Context: an optimization exercise on an open-source flow, tuned for a short achievable clock period and few clock cycles. The choices shown serve that exercise and are no tape-out recipe.
At most, simulation tests tie the RTL to the original design; equivalence was not proved.
Power figures rest on the tool's default switching activity, not on a simulated workload.

==> job 5023 <==
==> flow/design.v <==
module tsb_report_engine (
    input  wire       clk,
    input  wire       rst_n,        
    input  wire       fin_valid,
    output wire       fin_ready,
    input  wire [7:0] fin_data,
    input  wire       fin_req,      
    input  wire       fin_err,      
    output wire       out_valid,
    input  wire       out_ready,
    output wire [7:0] out_data,
    output wire       out_last
);
    localparam        NE  = 4;      
    localparam        CW  = 3;      
    localparam        PKT = 35;     
    localparam [15:0] SCAN_STEP = 16'd125;
    localparam [1:0] OUT_FRAME_OK  = 2'd0;
    localparam [1:0] OUT_NOT_READY = 2'd1;
    localparam [1:0] OUT_CORRUPT   = 2'd2;
    localparam [1:0] OUT_BUSFAIL   = 2'd3;
    integer e, s;
    reg        rdy_q;               
    wire       acc = fin_valid && rdy_q;
    reg        x_st;                
    reg  [2:0] x_pos;               
    reg        x_lastrec;           
    reg  [2:0] x_rem;               
    wire       f_body = !fin_err && fin_data[7] && (fin_data[3:0] <= 4'd5) &&
                        (fin_data[2:0] != 3'd0);
    wire       f_fin  = x_st ? !f_body : (x_lastrec && x_pos == 3'd7);
    always @(posedge clk) begin
        if (!rst_n) begin
            x_st <= 1'b1;
        end else if (acc) begin
            if (x_st) begin
                x_st      <= !f_body;
                x_pos     <= 3'd0;
                x_rem     <= fin_data[2:0] - 3'd1;
                x_lastrec <= (fin_data[2:0] == 3'd1);
            end else begin
                x_pos <= x_pos + 3'd1;
                if (x_pos == 3'd7) begin
                    x_st      <= x_lastrec;
                    x_rem     <= x_rem - 3'd1;
                    x_lastrec <= (x_rem == 3'd1);
                end
            end
        end
    end
    reg        in_v;                
    reg  [7:0] in_d;
    reg        in_req, in_err;
    reg        in_st;               
    reg        in_fin;              
    reg  [4:0] in_k;                
    always @(posedge clk) begin
        in_d   <= fin_data;
        in_req <= fin_req;
        in_err <= fin_err;
        in_st  <= x_st;
        in_fin <= f_fin;
        in_k   <= x_st ? 5'd0 : (5'd1 << x_pos);
        if (!rst_n)
            in_v <= 1'b0;
        else
            in_v <= acc;
    end
    reg  [NE-1:0] wp, rp;           
    reg  [CW-1:0] cnt;              
    reg  [4:0]    cur_sel;          
    wire       st_byte  = in_v && in_st;
    wire       commit   = in_v && in_fin;
    wire       hdr_ok   = !in_err && in_d[7] && (in_d[3:0] <= 4'd5);
    wire [1:0] hdr_outc = in_err ? OUT_BUSFAIL :
                          !in_d[7] ? OUT_NOT_READY :
                          (in_d[3:0] > 4'd5) ? OUT_CORRUPT : OUT_FRAME_OK;
    reg  [4:0] id_sel;              
    always @(*) begin
        for (s = 0; s < 5; s = s + 1)
            id_sel[s] = (in_d[3:0] == s);
    end
    always @(posedge clk) begin
        if (in_v && in_k[0])
            cur_sel <= id_sel;
    end
    reg [2*NE-1:0]    ent_outc;
    reg [NE-1:0]      ent_rep;
    reg [3*NE-1:0]    ent_drop;
    reg [3*NE-1:0]    ent_tn;
    reg [5*NE-1:0]    ent_tip;
    reg [80*NE-1:0]   ent_x;        
    reg [80*NE-1:0]   ent_y;
    always @(posedge clk) begin
        for (e = 0; e < NE; e = e + 1) begin
            if (wp[e]) begin
                if (st_byte) begin
                    ent_outc[2*e +: 2] <= hdr_outc;
                    ent_rep[e]         <= in_req && (hdr_outc != OUT_CORRUPT);
                    ent_tn[3*e +: 3]   <= hdr_ok ? in_d[2:0] : 3'd0;
                    ent_drop[3*e +: 3] <= 3'd0;
                    ent_tip[5*e +: 5]  <= 5'd0;
                end
                if (in_v && in_k[0]) begin
                    if (id_sel == 5'd0)
                        ent_drop[3*e +: 3] <= ent_drop[3*e +: 3] + 3'd1;
                    for (s = 0; s < 5; s = s + 1)
                        if (id_sel[s])
                            ent_tip[5*e + s] <= 1'b1;
                end
                for (s = 0; s < 5; s = s + 1) begin
                    if (in_v && cur_sel[s]) begin
                        if (in_k[1]) ent_x[80*e + 16*s +: 8]     <= in_d;
                        if (in_k[2]) ent_x[80*e + 16*s + 8 +: 8] <= in_d;
                        if (in_k[3]) ent_y[80*e + 16*s +: 8]     <= in_d;
                        if (in_k[4]) ent_y[80*e + 16*s + 8 +: 8] <= in_d;
                    end
                end
            end
        end
    end
    reg  [8*PKT-1:0] sb;            
    reg  [PKT-1:0]   sl;            
    reg              sv;            
    reg  [15:0]      scan_nx;       
    reg              ov, kv;        
    reg  [7:0]       od, kd;
    reg              ol, kl;
    wire s_adv = sv && !kv;         
    wire load  = (!sv || (s_adv && sl[0])) && (cnt != {CW{1'b0}});
    reg  [1:0]  h_outc;
    reg         h_rep;
    reg  [2:0]  h_drop, h_tn;
    reg  [4:0]  h_tip;
    reg  [79:0] h_x, h_y;
    always @(*) begin
        h_outc = 2'd0; h_rep = 1'b0; h_drop = 3'd0; h_tn = 3'd0;
        h_tip = 5'd0; h_x = 80'd0; h_y = 80'd0;
        for (e = 0; e < NE; e = e + 1) begin
            h_outc = h_outc | ({2{rp[e]}}  & ent_outc[2*e +: 2]);
            h_rep  = h_rep  | (rp[e]       & ent_rep[e]);
            h_drop = h_drop | ({3{rp[e]}}  & ent_drop[3*e +: 3]);
            h_tn   = h_tn   | ({3{rp[e]}}  & ent_tn[3*e +: 3]);
            h_tip  = h_tip  | ({5{rp[e]}}  & ent_tip[5*e +: 5]);
            h_x    = h_x    | ({80{rp[e]}} & ent_x[80*e +: 80]);
            h_y    = h_y    | ({80{rp[e]}} & ent_y[80*e +: 80]);
        end
    end
    reg [8*PKT-1:0] pkt;
    always @(*) begin
        pkt = {8*PKT{1'b0}};
        pkt[7:0]   = {2'b00, (h_rep ? h_drop : 3'd0), h_rep, h_outc};
        pkt[15:8]  = 8'd1;
        pkt[31:16] = scan_nx;
        pkt[39:32] = {5'd0, h_tn};
        for (s = 0; s < 5; s = s + 1) begin
            pkt[8*(5+6*s) +: 8]  = s;
            pkt[8*(6+6*s) +: 8]  = {7'd0, h_tip[s]};
            pkt[8*(7+6*s) +: 16] = h_tip[s] ? h_x[16*s +: 16] : 16'd0;
            pkt[8*(9+6*s) +: 16] = h_tip[s] ? h_y[16*s +: 16] : 16'd0;
        end
    end
    always @(posedge clk) begin
        if (load) begin
            sb <= pkt;
            sl <= h_rep ? {1'b1, {PKT-1{1'b0}}} : {{PKT-1{1'b0}}, 1'b1};
        end else if (s_adv) begin
            sb <= {8'd0, sb[8*PKT-1:8]};
            sl <= {1'b0, sl[PKT-1:1]};
        end
    end
    always @(posedge clk) begin
        if (!rst_n) begin
            sv      <= 1'b0;
            scan_nx <= SCAN_STEP;
        end else if (load) begin
            sv      <= 1'b1;
            scan_nx <= scan_nx + SCAN_STEP;
        end else if (s_adv && sl[0]) begin
            sv      <= 1'b0;
        end
    end
    wire       o_move = !ov || out_ready;
    wire [7:0] o_nd   = kv ? kd : sb[7:0];
    wire       o_nl   = kv ? kl : sl[0];
    always @(posedge clk) begin
        if (!rst_n) begin
            od <= 8'd0;
            ol <= 1'b0;
            ov <= 1'b0;
            kv <= 1'b0;
        end else begin
            od <= ({8{o_move}} & o_nd) | ({8{!o_move}} & od);
            ol <= (o_move & o_nl) | (!o_move & ol);
            if (o_move) begin
                ov <= kv || s_adv;
                kv <= 1'b0;
            end else if (s_adv) begin
                kv <= 1'b1;
            end
        end
    end
    always @(posedge clk) begin
        if (!o_move && s_adv) begin
            kd <= sb[7:0];
            kl <= sl[0];
        end
    end
    wire [CW-1:0] cnt_nx = cnt + {{CW-1{1'b0}}, commit} - {{CW-1{1'b0}}, load};
    wire          nx_full = (cnt_nx == NE);       
    wire          nx_high = (cnt_nx >= NE-1);     
    always @(posedge clk) begin
        if (!rst_n) begin
            wp    <= {{NE-1{1'b0}}, 1'b1};
            rp    <= {{NE-1{1'b0}}, 1'b1};
            cnt   <= {CW{1'b0}};
            rdy_q <= 1'b1;
        end else begin
            if (commit) wp <= {wp[NE-2:0], wp[NE-1]};
            if (load)   rp <= {rp[NE-2:0], rp[NE-1]};
            cnt   <= cnt_nx;
            rdy_q <= acc ? !(f_fin && nx_high) : !(x_st && nx_full);
        end
    end
    assign fin_ready = rdy_q;
    assign out_valid = ov;
    assign out_data  = od;
    assign out_last  = ol;
endmodule
==> flow/run.sh <==
#!/bin/bash
# synth_recipe.tcl (not shown) runs the flow's synth.tcl, then flattens the netlist and writes it again
# the make line also repeats each setting of config.mk as NAME=value (left out here)
make -C /OpenROAD-flow-scripts/flow DESIGN_CONFIG=/design/flow/config.mk WORK_HOME=/design/flow/orfs CLKGATE_MAP_FILE= SYNTH_SCRIPT=/design/flow/synth_recipe.tcl finish
==> flow/config.mk <==
export PLATFORM = sky130hd
export DESIGN_NAME = tsb_report_engine
export DESIGN_NICKNAME = tsb_report_engine
export VERILOG_FILES = /design/flow/design.v
export SDC_FILE = /design/flow/constraint.sdc
export NUM_CORES = 4
export LEC_CHECK = 0
export ABC_CLOCK_PERIOD_IN_PS = 2000
export CAP_MARGIN = 20
export CORE_MARGIN = 2
export CORE_UTILIZATION = 40
export SETUP_SLACK_MARGIN = 5
export SLEW_MARGIN = 20
export TNS_END_PERCENT = 100
==> flow/constraint.sdc <==
create_clock -name core_clock -period 7.5 [get_ports {clk}]
set_input_delay 1.5000 -clock core_clock [delete_from_list [all_inputs] [get_ports {clk}]]
set_output_delay 1.5000 -clock core_clock [all_outputs]
set_load 0.01 [all_outputs]
==> inputs of job 3083, as changes to job 5023 <==
==> flow/design.v, changed modules only <==
module tsb_report_engine (
    input  wire       clk,
    input  wire       rst_n,        
    input  wire       fin_valid,
    output wire       fin_ready,
    input  wire [7:0] fin_data,
    input  wire       fin_req,      
    input  wire       fin_err,      
    output wire       out_valid,
    input  wire       out_ready,
    output wire [7:0] out_data,
    output wire       out_last
);
    localparam        NE  = 4;      
    localparam        PW  = 2;      
    localparam        CW  = 3;      
    localparam        PKT = 35;     
    localparam [15:0] SCAN_STEP = 16'd125;
    localparam [1:0] OUT_FRAME_OK  = 2'd0;
    localparam [1:0] OUT_NOT_READY = 2'd1;
    localparam [1:0] OUT_CORRUPT   = 2'd2;
    localparam [1:0] OUT_BUSFAIL   = 2'd3;
    integer e, s, b;
    reg        rdy_q;               
    reg        in_v;                
    reg  [7:0] in_d;
    reg        in_req, in_err;
    always @(posedge clk) begin
        in_d   <= fin_data;
        in_req <= fin_req;
        in_err <= fin_err;
        if (!rst_n)
            in_v <= 1'b0;
        else
            in_v <= fin_valid && rdy_q;
    end
    reg          in_frame;          
    reg  [2:0]   bpos;              
    reg  [2:0]   rem;               
    reg  [4:0]   cur_sel;           
    reg  [PW-1:0] wp, rp;
    reg  [CW-1:0] cnt;              
    wire       hdr_ok   = !in_err && in_d[7] && (in_d[3:0] <= 4'd5);
    wire [1:0] hdr_outc = in_err ? OUT_BUSFAIL :
                          !in_d[7] ? OUT_NOT_READY :
                          (in_d[3:0] > 4'd5) ? OUT_CORRUPT : OUT_FRAME_OK;
    wire       hdr_body = hdr_ok && (in_d[2:0] != 3'd0);
    wire st_byte  = in_v && !in_frame;
    wire rec_byte = in_v && in_frame;
    wire commit   = (st_byte && !hdr_body) ||
                    (rec_byte && (bpos == 3'd7) && (rem == 3'd1));
    always @(posedge clk) begin
        if (!rst_n) begin
            in_frame <= 1'b0;
            bpos     <= 3'd0;
        end else if (st_byte) begin
            in_frame <= hdr_body;
            bpos     <= 3'd0;
            rem      <= in_d[2:0];
        end else if (rec_byte) begin
            bpos <= bpos + 3'd1;
            if (bpos == 3'd0)
                cur_sel <= (in_d[3:0] == 4'd0) ? 5'b00001 :
                           (in_d[3:0] == 4'd1) ? 5'b00010 :
                           (in_d[3:0] == 4'd2) ? 5'b00100 :
                           (in_d[3:0] == 4'd3) ? 5'b01000 :
                           (in_d[3:0] == 4'd4) ? 5'b10000 : 5'b00000;
            if (bpos == 3'd7) begin
                rem <= rem - 3'd1;
                if (rem == 3'd1)
                    in_frame <= 1'b0;
            end
        end
    end
    reg [2*NE-1:0]    ent_outc;
    reg [NE-1:0]      ent_rep;
    reg [3*NE-1:0]    ent_drop;
    reg [3*NE-1:0]    ent_tn;
    reg [5*NE-1:0]    ent_tip;
    reg [80*NE-1:0]   ent_x;        
    reg [80*NE-1:0]   ent_y;
    wire in_id_bad = (in_d[3:0] >= 4'd5);
    always @(posedge clk) begin
        for (e = 0; e < NE; e = e + 1) begin
            if (wp == e) begin
                if (st_byte) begin
                    ent_outc[2*e +: 2] <= hdr_outc;
                    ent_rep[e]         <= in_req && (hdr_outc != OUT_CORRUPT);
                    ent_tn[3*e +: 3]   <= hdr_ok ? in_d[2:0] : 3'd0;
                    ent_drop[3*e +: 3] <= 3'd0;
                    ent_tip[5*e +: 5]  <= 5'd0;
                end
                if (rec_byte && bpos == 3'd0) begin
                    if (in_id_bad)
                        ent_drop[3*e +: 3] <= ent_drop[3*e +: 3] + 3'd1;
                    for (s = 0; s < 5; s = s + 1)
                        if (in_d[3:0] == s)
                            ent_tip[5*e + s] <= 1'b1;
                end
                for (s = 0; s < 5; s = s + 1) begin
                    if (rec_byte && cur_sel[s]) begin
                        if (bpos == 3'd1) ent_x[80*e + 16*s +: 8]     <= in_d;
                        if (bpos == 3'd2) ent_x[80*e + 16*s + 8 +: 8] <= in_d;
                        if (bpos == 3'd3) ent_y[80*e + 16*s +: 8]     <= in_d;
                        if (bpos == 3'd4) ent_y[80*e + 16*s + 8 +: 8] <= in_d;
                    end
                end
            end
        end
    end
    reg  [8*PKT-1:0] sb;            
    reg  [PKT-1:0]   sl;            
    reg              sv;            
    reg  [15:0]      scan_nx;       
    reg              ov, kv;        
    reg  [7:0]       od, kd;
    reg              ol, kl;
    wire s_adv = sv && !kv;         
    wire load  = (!sv || (s_adv && sl[0])) && (cnt != {CW{1'b0}});
    reg  [1:0]  h_outc;
    reg         h_rep;
    reg  [2:0]  h_drop, h_tn;
    reg  [4:0]  h_tip;
    reg  [79:0] h_x, h_y;
    always @(*) begin
        h_outc = 2'd0; h_rep = 1'b0; h_drop = 3'd0; h_tn = 3'd0;
        h_tip = 5'd0; h_x = 80'd0; h_y = 80'd0;
        for (e = 0; e < NE; e = e + 1) begin
            if (rp == e) begin
                h_outc = ent_outc[2*e +: 2];
                h_rep  = ent_rep[e];
                h_drop = ent_drop[3*e +: 3];
                h_tn   = ent_tn[3*e +: 3];
                h_tip  = ent_tip[5*e +: 5];
                h_x    = ent_x[80*e +: 80];
                h_y    = ent_y[80*e +: 80];
            end
        end
    end
    reg [8*PKT-1:0] pkt;
    always @(*) begin
        pkt = {8*PKT{1'b0}};
        pkt[7:0]   = {2'b00, (h_rep ? h_drop : 3'd0), h_rep, h_outc};
        pkt[15:8]  = 8'd1;
        pkt[31:16] = scan_nx;
        pkt[39:32] = {5'd0, h_tn};
        for (s = 0; s < 5; s = s + 1) begin
            pkt[8*(5+6*s) +: 8]  = s;
            pkt[8*(6+6*s) +: 8]  = {7'd0, h_tip[s]};
            pkt[8*(7+6*s) +: 16] = h_tip[s] ? h_x[16*s +: 16] : 16'd0;
            pkt[8*(9+6*s) +: 16] = h_tip[s] ? h_y[16*s +: 16] : 16'd0;
        end
    end
    always @(posedge clk) begin
        if (!rst_n) begin
            sv      <= 1'b0;
            scan_nx <= SCAN_STEP;
        end else if (load) begin
            sv      <= 1'b1;
            sb      <= pkt;
            sl      <= h_rep ? {1'b1, {PKT-1{1'b0}}} : {{PKT-1{1'b0}}, 1'b1};
            scan_nx <= scan_nx + SCAN_STEP;
        end else if (s_adv) begin
            if (sl[0])
                sv <= 1'b0;
            sb <= {8'd0, sb[8*PKT-1:8]};
            sl <= {1'b0, sl[PKT-1:1]};
        end
    end
    wire       o_move = !ov || out_ready;
    wire [7:0] o_nd   = kv ? kd : sb[7:0];
    wire       o_nl   = kv ? kl : sl[0];
    always @(posedge clk) begin
        if (!rst_n) begin
            od <= 8'd0;
            ol <= 1'b0;
            ov <= 1'b0;
            kv <= 1'b0;
        end else begin
            od <= ({8{o_move}} & o_nd) | ({8{!o_move}} & od);
            ol <= (o_move & o_nl) | (!o_move & ol);
            if (o_move) begin
                ov <= kv || s_adv;
                kv <= 1'b0;
            end else if (s_adv) begin
                kv <= 1'b1;
            end
        end
    end
    always @(posedge clk) begin
        if (!o_move && s_adv) begin
            kd <= sb[7:0];
            kl <= sl[0];
        end
    end
    wire [CW-1:0] cnt_nx = cnt + {{CW-1{1'b0}}, commit} - {{CW-1{1'b0}}, load};
    wire cnt_lo = (cnt_nx <= NE-2);
    wire cnt_hi = (cnt_nx == NE-1);
    always @(posedge clk) begin
        if (!rst_n) begin
            wp    <= {PW{1'b0}};
            rp    <= {PW{1'b0}};
            cnt   <= {CW{1'b0}};
            rdy_q <= 1'b1;
        end else begin
            if (commit) wp <= (wp == NE-1) ? {PW{1'b0}} : wp + 1'b1;
            if (load)   rp <= (rp == NE-1) ? {PW{1'b0}} : rp + 1'b1;
            cnt   <= cnt_nx;
            rdy_q <= cnt_lo || (cnt_hi && !(fin_valid && rdy_q));
        end
    end
    assign fin_ready = rdy_q;
    assign out_valid = ov;
    assign out_data  = od;
    assign out_last  = ol;
endmodule
==> summary of the runs <==
Of job 3083 and job 5023, job 3083 has the higher critical path depth (gap 11).
In job 3083 the hold slack is higher than in job 5023, by 0.0030 ns.
Of job 3083 and job 5023, job 5023 has the higher register-to-register slack (gap 0.098 ns).
Against job 3083, the utilization of job 5023 is lower by 1.0 points.
Total power: job 5023 is smaller than job 3083 (about 12%).
==> figures <==
	job 3083	job 5023
Outcome	timing/DRC/antenna clean	timing/DRC/antenna clean
Clock network power	5.36 mW	5.02 mW
Multi-input gates	1740	1424
Capture point of the worst path	rdy_q	out_valid
Crit share post-route	35.4%	35.1%
Final critical-path required period	2.66 ns	2.63 ns
Horizontal die dimension	331 microns	321 microns
Area occupied by multi-input gates	0.00951 sq mm	0.00861 sq mm
Vertical die dimension	331 microns	321 microns
WL met3	8.99 mm	6.01 mm
Share of the final layout cell area in multi-input gates	19.2%	18.8%
Testbench counts of job 5023, summed over its fixed seeds: cycles 141,887.
The RTL of job 3083 was laid out without a check of its function.

==> static timing again, ports no longer ideal <==
The flow's constraints put no driver on any port. The routed layouts listed below were extracted and timed again, unchanged, in two steps. Step 1: set_driving_cell puts a clkbuf_16 on clk and a buf_2 on each other input, an assumption about the parent block. Step 2, shift: input delay + t, output delay - t, t = (earliest + latest rising clock arrival at the registers) / 2. This alone moves slack from input paths to output paths. a / b / c = no drivers / after step 1 / after step 2; a / b = the first two.
| run | t (ns) | slack for setup (ns) | pins driven straight from the clock port |
|---|---|---|---|
| job 5023 | 0.742 | 4.870 / 4.801 / 4.404 | 1 |
| job 3083 | 0.734 | 4.842 / 4.818 / 4.398 | 1 |
After both steps setup and hold are still met in every run listed. The setup slack of job 5023, which loses most, moves by -0.069 ns with the drivers and by -0.466 ns with both steps.
